What follows belongs to an exercise in optimizing a design on an open flow for small area; a production flow would make more cautious choices.
Function was checked by simulation only, so behaviour that the tests miss may differ from the original.
Power is estimated from default activity; no workload was simulated.

$ cat run.sh
#!/bin/bash
# synth_recipe.tcl (not shown) runs the flow's synth.tcl, then flattens the netlist and writes it again
# the make line also repeats each setting of config.mk as NAME=value (left out here)
make -C /OpenROAD-flow-scripts/flow DESIGN_CONFIG=/design/flow/config.mk WORK_HOME=/design/flow/orfs CLKGATE_MAP_FILE= SYNTH_SCRIPT=/design/flow/synth_recipe.tcl finish
$ cat config.mk
export PLATFORM = sky130hd
export DESIGN_NAME = ava_core
export DESIGN_NICKNAME = ava_core
export VERILOG_FILES = /design/flow/design.v
export SDC_FILE = /design/flow/constraint.sdc
export NUM_CORES = 4
export LEC_CHECK = 0
export CAP_MARGIN = 20
export CORE_MARGIN = 2
export CORE_UTILIZATION = 40
export SLEW_MARGIN = 20
$ cat constraint.sdc
create_clock -name core_clock -period 12.0 [get_ports {clk}]
set_input_delay 2.4000 -clock core_clock [delete_from_list [all_inputs] [get_ports {clk}]]
set_output_delay 2.4000 -clock core_clock [all_outputs]
set_load 0.01 [all_outputs]
$ cat design.v
module ava_core (
    input  wire        clk,
    input  wire        rst,           
    input  wire [15:0] prog_len,      
    output wire [15:0] prog_addr,     
    input  wire [7:0]  prog_data,     
    output reg  [31:0] stk_w_data,
    output reg         stk_w_valid,
    input  wire        stk_w_ready,
    input  wire [31:0] stk_r_data,
    input  wire        stk_r_valid,
    output reg         stk_r_ready,
    output reg  [7:0]  out_data,
    output reg         out_valid,
    input  wire        out_ready,
    output wire        halt,
    output wire        fault,
    output wire [2:0]  cause,
    output wire        push_lost,
    output wire        out_lost
);
    localparam [3:0] S_INIT     = 4'd0;
    localparam [3:0] S_DECODE   = 4'd1;
    localparam [3:0] S_PUSHIMM1 = 4'd2;
    localparam [3:0] S_PUSHIMM2 = 4'd3;
    localparam [3:0] S_PUSHVAR1 = 4'd4;
    localparam [3:0] S_PUSHVAR2 = 4'd5;
    localparam [3:0] S_PUSHVAR3 = 4'd6;
    localparam [3:0] S_LET      = 4'd7;
    localparam [3:0] S_PRINT    = 4'd8;
    localparam [3:0] S_ALU1     = 4'd9;
    localparam [3:0] S_ALU2     = 4'd10;
    localparam [3:0] S_ALU3     = 4'd11;
    localparam [3:0] S_ALU4     = 4'd12;
    localparam [3:0] S_DONE     = 4'd13;
    localparam [7:0] OPC_PUSH_IMM  = 8'h01;
    localparam [7:0] OPC_PUSH_VAR  = 8'h0a;
    localparam [7:0] OPC_LET       = 8'h20;
    localparam [7:0] OPC_PRINT     = 8'h80;
    localparam [7:0] OPC_PRINT_LF  = 8'h82;
    localparam [7:0] OPC_ADD       = 8'ha0;
    localparam [7:0] OPC_MUL       = 8'ha5;
    localparam [2:0] OP_ADD  = 3'd0;
    localparam [2:0] OP_MUL  = 3'd1;
    localparam [2:0] TYP_INTEGER = 3'd0;
    localparam [2:0] C_NONE      = 3'd0;
    localparam [2:0] C_END       = 3'd1;
    localparam [2:0] C_UNKNOWN   = 3'd2;
    localparam [2:0] C_TYPE      = 3'd3;
    localparam [2:0] C_UNIMPL    = 3'd4;
    localparam [2:0] C_TRUNC     = 3'd6;
    localparam [2:0] C_BADSLOT   = 3'd7;
    reg  [3:0]  st;
    reg  [15:0] pc;
    reg  [7:0]  immlo;
    reg  [2:0]  op;
    reg  [2:0]  typ;
    reg  [31:0] opa;
    reg  [31:0] opb;
    reg         dst_valid;
    reg  [1:0]  dst;
    reg  [1:0]  sra;
    reg  [31:0] srd;
    reg  [2:0]  cause_r;
    reg         push_lost_r;
    reg         out_lost_r;
    reg  [31:0] slot [0:3];
    wire [7:0] fb = prog_data;    
    assign prog_addr = pc;
    assign halt      = (st == S_DONE);
    assign fault     = (st == S_DONE) && (cause_r >= C_TYPE);
    assign cause     = cause_r;
    assign push_lost = push_lost_r;
    assign out_lost  = out_lost_r;
    wire       first_let = (st == S_LET) && !dst_valid;
    wire       fb_big    = (fb > 8'd3);
    wire       bad_slot  = fb_big && ((st == S_PUSHVAR1) || first_let);
    wire [1:0] let_idx   = dst_valid ? dst : fb[1:0];
    wire       slot_w_en = (st == S_LET) && !bad_slot && stk_r_valid;
    wire signed [15:0] lhs = opa[15:0];
    wire signed [15:0] rhs = opb[15:0];
    wire signed [16:0] sum17  = lhs + rhs;
    wire signed [31:0] prod32 = lhs * rhs;
    reg  [31:0] alu_result;
    reg         alu_fatal;
    reg  [2:0]  alu_cause;
    always @(*) begin
        alu_result = 32'd0;
        alu_fatal  = 1'b0;
        alu_cause  = C_NONE;
        if (typ != TYP_INTEGER) begin
            alu_fatal = 1'b1;
            alu_cause = C_TYPE;
        end else begin
            case (op)
                OP_ADD:  alu_result = {{16{sum17[16]}}, sum17[15:0]};
                OP_MUL:  alu_result = prod32;
                default: begin
                    alu_fatal = 1'b1;
                    alu_cause = C_UNIMPL;
                end
            endcase
        end
    end
    always @(*) begin
        stk_w_valid = 1'b0;
        stk_w_data  = 32'd0;
        stk_r_ready = 1'b0;
        out_valid   = 1'b0;
        out_data    = 8'd0;
        case (st)
            S_DECODE: begin
                if (fb == OPC_PRINT_LF) begin
                    out_valid = 1'b1;
                    out_data  = 8'h0a;
                end
            end
            S_PUSHIMM2: begin
                stk_w_valid = 1'b1;
                stk_w_data  = {16'd0, fb, immlo};
            end
            S_PUSHVAR3: begin
                stk_w_valid = 1'b1;
                stk_w_data  = srd;
            end
            S_LET: begin
                stk_r_ready = stk_r_valid && !bad_slot;
            end
            S_PRINT: begin
                stk_r_ready = stk_r_valid;
                out_valid   = stk_r_valid;
                out_data    = 8'h30 + stk_r_data[7:0];
            end
            S_ALU1, S_ALU3: begin
                stk_r_ready = stk_r_valid;
            end
            S_ALU4: begin
                stk_w_valid = !alu_fatal;
                stk_w_data  = alu_result;
            end
            default: ;
        endcase
    end
    wire at_end = (pc == prog_len);
    always @(posedge clk) begin
        if (rst) begin
            st          <= S_INIT;
            pc          <= 16'd0;
            dst_valid   <= 1'b0;
            cause_r     <= C_NONE;
            push_lost_r <= 1'b0;
            out_lost_r  <= 1'b0;
        end else begin
            if (stk_w_valid && !stk_w_ready)
                push_lost_r <= 1'b1;
            if (out_valid && !out_ready)
                out_lost_r <= 1'b1;
            case (st)
                S_INIT: begin
                    pc <= pc + 16'd1;
                    if (pc + 16'd1 == prog_len) begin
                        st      <= S_DONE;
                        cause_r <= C_END;
                    end else begin
                        st <= S_DECODE;
                    end
                end
                S_DECODE: begin
                    case (fb)
                        OPC_PUSH_IMM, OPC_PUSH_VAR, OPC_LET: begin
                            if (at_end) begin
                                st      <= S_DONE;
                                cause_r <= C_TRUNC;
                            end else begin
                                pc <= pc + 16'd1;
                                if (fb == OPC_PUSH_IMM)
                                    st <= S_PUSHIMM1;
                                else if (fb == OPC_PUSH_VAR)
                                    st <= S_PUSHVAR1;
                                else
                                    st <= S_LET;
                            end
                        end
                        OPC_PRINT: begin
                            st <= S_PRINT;
                        end
                        OPC_PRINT_LF: begin
                            if (at_end) begin
                                st      <= S_DONE;
                                cause_r <= C_END;
                            end else begin
                                pc <= pc + 16'd1;
                                st <= S_DECODE;
                            end
                        end
                        OPC_ADD: begin
                            op  <= OP_ADD;
                            typ <= TYP_INTEGER;
                            st  <= S_ALU1;
                        end
                        OPC_MUL: begin
                            op  <= OP_MUL;
                            typ <= TYP_INTEGER;
                            st  <= S_ALU1;
                        end
                        default: begin
                            st      <= S_DONE;
                            cause_r <= C_UNKNOWN;
                        end
                    endcase
                end
                S_PUSHIMM1: begin
                    immlo <= fb;
                    if (at_end) begin
                        st      <= S_DONE;
                        cause_r <= C_TRUNC;
                    end else begin
                        pc <= pc + 16'd1;
                        st <= S_PUSHIMM2;
                    end
                end
                S_PUSHIMM2, S_PUSHVAR3: begin
                    if (at_end) begin
                        st      <= S_DONE;
                        cause_r <= C_END;
                    end else begin
                        pc <= pc + 16'd1;
                        st <= S_DECODE;
                    end
                end
                S_PUSHVAR1: begin
                    if (bad_slot) begin
                        st      <= S_DONE;
                        cause_r <= C_BADSLOT;
                    end else begin
                        sra <= fb[1:0];
                        st  <= S_PUSHVAR2;
                    end
                end
                S_PUSHVAR2: begin
                    srd <= slot[sra];
                    st  <= S_PUSHVAR3;
                end
                S_LET: begin
                    if (bad_slot) begin
                        st      <= S_DONE;
                        cause_r <= C_BADSLOT;
                    end else if (stk_r_valid) begin
                        dst_valid <= 1'b0;
                        if (at_end) begin
                            st      <= S_DONE;
                            cause_r <= C_END;
                        end else begin
                            pc <= pc + 16'd1;
                            st <= S_DECODE;
                        end
                    end else begin
                        dst       <= let_idx;
                        dst_valid <= 1'b1;
                    end
                end
                S_PRINT: begin
                    if (stk_r_valid) begin
                        if (at_end) begin
                            st      <= S_DONE;
                            cause_r <= C_END;
                        end else begin
                            pc <= pc + 16'd1;
                            st <= S_DECODE;
                        end
                    end
                end
                S_ALU1: begin
                    if (stk_r_valid) begin
                        opb <= stk_r_data;
                        st  <= S_ALU2;
                    end
                end
                S_ALU2: begin
                    st <= S_ALU3;
                end
                S_ALU3: begin
                    if (stk_r_valid) begin
                        opa <= stk_r_data;
                        st  <= S_ALU4;
                    end
                end
                S_ALU4: begin
                    if (alu_fatal) begin
                        st      <= S_DONE;
                        cause_r <= alu_cause;
                    end else if (at_end) begin
                        st      <= S_DONE;
                        cause_r <= C_END;
                    end else begin
                        pc <= pc + 16'd1;
                        st <= S_DECODE;
                    end
                end
                S_DONE: ;
                default: st <= S_DONE;
            endcase
        end
    end
    always @(posedge clk) begin
        if (!rst && slot_w_en)
            slot[let_idx] <= stk_r_data;
    end
endmodule
==> flow_summary.ini <==
[timing]
slew_violations = 0
setup_ws_ns = 1.335
finalHoldViolCount = 0
setup_viol = 0
setup_tns_ns = 0
rsz0062_at_grt = no
finalWorstPathRequiredPeriod_ns = 10.67
max_slew_margin = 0.3037
finalHoldWorstSlack_ns = 0.4835
worst_pin_slew_ns = 1.042
final.period_utilization = 0.8888
fmax_mhz = 93.76
skew_ns = 0.04311

[synth]
synth_cell_types = 82
yosysTopAreaCellShare = 0.2968
synth_edf_count = 205
synth_cells = 1909
yosysMostFrequentCell = inv_1
syn-num-nets = 2334
yosys-top-cells-count = 310 x inv_1, 263 x fa_1, 205 x edfxtp_1
ys.flop_type = edfxtp_1
async_flop_share = 0
ys_ff_latch = 231
syn_avg_cell_area_um2 = 10.86
synth_largest_area_cell = edfxtp_1
yosysSeqAreaShare = 0.3219
syn_area_mm2 = 0.02074
ys_warn_count = 1
yosys-top-cells-area = edfxtp_1 30%, fa_1 25%, ha_1 6.1%

[final_layout]
drive_above_1_share = 0.06300
postLayoutCellArea_mm2 = 0.02359
final_nets = 2423
fin_util = 0.4598
nFillCells = 4784
area_delta_synth_final_pct = 13.74
final_cells = 2697

[die]
start_util = 0.4043
die_w_um = 231.7
ios = 127
num_rows = 83
die_y_um = 231.7
fp.coreArea_mm2 = 0.05130
die_area_mm2 = 0.05369

[run]
cap_violations = 0

[run_status]
status = no timing/DRC/antenna violations

[placed_design]
place_area_mm2 = 0.02271
hpwl_um = 41810
portBuffers = 126
dp_slack_ns = 1.856
dpl.cell_count = 2651
gp_congestion = 0.9072

[global_routing]
antenna_found_initial = 3
grtUsageTotal = 0.2034
grt_pass1_vias = 14984
grt-ovfl-total = 0
grt_pass1_wl_um = 84410
grt_max_degree = 47

[clocking]
clk_latency_ns = 0.57
cts_setup_buffers = 0
cts_tree = done
cts_resized = 0
cts.hold.buffers_added = 0
htreeDepth = 1
clkTransAtPathRegs_ns = 0.06
root_buffer = clkbuf_16
clock_path_buffers = 3
cts_made_buffers = 24
cts_sinks = 231

[route]
dr.pass1.iters = 7
vias_per_cell = 5.272
drcViolationCount = 0
wl_per_cell_um = 19.87
vias = 14219
initialDrtViolationCount = 892
ant_nets = 0
wirelength_um = 53590

[worst_setup_path]
crit_type = register to primary output
cp.arrival_ns = 8.27
cp-end-kind = primary output
crit_family = adder cells
crit_buf_inv = 4
path_cells = nand2_1, inv_1, fa_1, fa_1, fa_1, fa_1, fa_1, inv_1, fa_1, inv_1, ha_1, a211oi_1, nor2_1, nor2_1, nand4_1, a2111o_1, and4_1, o31ai_1, a22o_1, clkdlybuf4s50_1
cpMostUsedCell = fa_1
cp_slowest_cell = fa_1
worstPathRequired_ns = 9.60
max_stage_delay_ns = 0.91
cp-start-kind = register
path_max_fanout = 17

[power_and_ir_drop]
pwr-share-seq = 0.250
peakVddDrop_mv = 0.1981
switching_share = 0.4173
combPwrFrac = 0.540
clockPowerShare = 0.210
p_per_area_mw_per_mm2 = 161.3
p_leak_nw = 9.644
power.internal_mw = 2.217
p_sw_mw = 1.588
total_power_mw = 3.805

[min_path]
hp-class = register to register
-- state kept, by name (all words and copies together) (netlist names) --
name	count
opa	16
slot	128
dst_valid	1
st	4
immlo	8
srd	32
op	1
opb	16
dst	2
out_lost_r	1
push_lost_r	1
sra	2
cause_r	3
pc	16
-- area by class of cell --
class                           count  area, um2  share of cell area
Sequential cell                   231       6676              0.2830
Clock inverter                     14      214.0            0.009070
Inverter                          310       1164             0.04933
Clock buffer                       30      643.1             0.02726
Multi-Input combinational cell   1286      12620              0.5351
Tap cell                          680      850.8             0.03607
Timing Repair Buffer              145       1416             0.06004
Antenna cell                        1      2.502           0.0001061
-- worst paths after layout --
path / cells after the start / from / to / slack, ns
worst max-delay path: 20 / opb[1] / stk_w_data[31] / 1.33
worst min register to register: 2 / out_lost_r / out_lost_r / 0.48
worst max register to register: 7 / st[2] / slot[0][15] / 8.46
worst min-delay path: 2 / out_lost_r / out_lost_r / 0.48
-- logic make-up (layout without fill, tap and decap cells) --
logic type / Yosys count / in the layout / synth area share
fa+ha+maj: 364 / 364 / 0.3148
flops: 231 / 231 / 0.3219
xor+xnor: 83 / 83 / 0.03596
compound gates: 256 / 256 / 0.08428
simple gates: 540 / 540 / 0.1301
mux: 43 / 43 / 0.04012
other cells: 0 / 1 / 0
buf+inv: 392 / 499 / 0.07282
-- layer usage --
layer,track usage,share of wire,vias to the layer above
li1,-,-,6509
met1,0.2814,0.45,7285
met2,0.3426,0.49,348
met3,0.01903,0.041,73
met4,0.05569,0.025,4
met5,0,0.00052,-
-- placed cells by master (no fill, tap or decap), drive strengths merged, types with 7 or more instances in the layout --
cell | Yosys | layout
a211oi | 13 | 13
a21boi | 9 | 9
a21o | 15 | 15
a21oi | 55 | 55
a22o | 9 | 9
a22oi | 15 | 15
a31oi | 7 | 7
and2 | 119 | 119
and3 | 8 | 8
buf | 20 | 19
clkbuf | 62 | 30
clkdlybuf4s50 | 0 | 126
dfxtp | 26 | 26
edfxtp | 205 | 205
fa | 263 | 263
ha | 101 | 101
inv | 310 | 313
mux2i | 10 | 10
mux4 | 32 | 32
nand2 | 179 | 179
nand2b | 17 | 17
nand3 | 22 | 22
nand4 | 15 | 15
nor2 | 103 | 103
nor2b | 10 | 10
nor3 | 27 | 27
nor4 | 8 | 8
o211ai | 11 | 11
o21a | 13 | 13
o21ai | 57 | 57
o21bai | 7 | 7
xnor2 | 51 | 51
xor2 | 32 | 32
-- worst reg2reg max path, delay by kind of cell, from the launching register on --
kind,cells,cell delay [ns]
compound gates,1,0.26
buf+inv,1,0.42
flops,1,0.82
simple gates,5,1.70
-- power groups by stage --
stage	combinational (mW)	clock, mW	sequential (mW)
after floorplan	1.48	0	0.933
after global routing	2.31	0.841	0.956
after detailed placement	2.04	0	0.967
after CTS	2.06	0.813	0.950
after global placement	2.02	0	0.965
final	2.06	0.797	0.952

## re-timing with driven ports
How much do the figures lean on ideal ports? The routed layout below was timed once more, with nothing changed but the port constraints.
Step 1 sets driving cells, clkbuf_16 on the clock port and buf_2 on the other inputs (assumed; they add their load-dependent delay and slew).
Step 2 also shifts input and output timing later by t, the mid clock arrival at the registers, as if the neighbouring blocks saw the same clock.
a / b / c = ideal ports / drivers / drivers and shift; a / b = the first two.
t (ns): 0.598
slack for setup (ns): 1.335 / 1.280 / 1.878
hold slack, ns: 0.484 / 0.484 / 0.484
latest minus earliest clock arrival (ns): 0.045 / 0.044
After both steps setup and hold are still met in this run. The setup slack of this run moves by -0.055 ns with the drivers and by +0.543 ns with both steps.
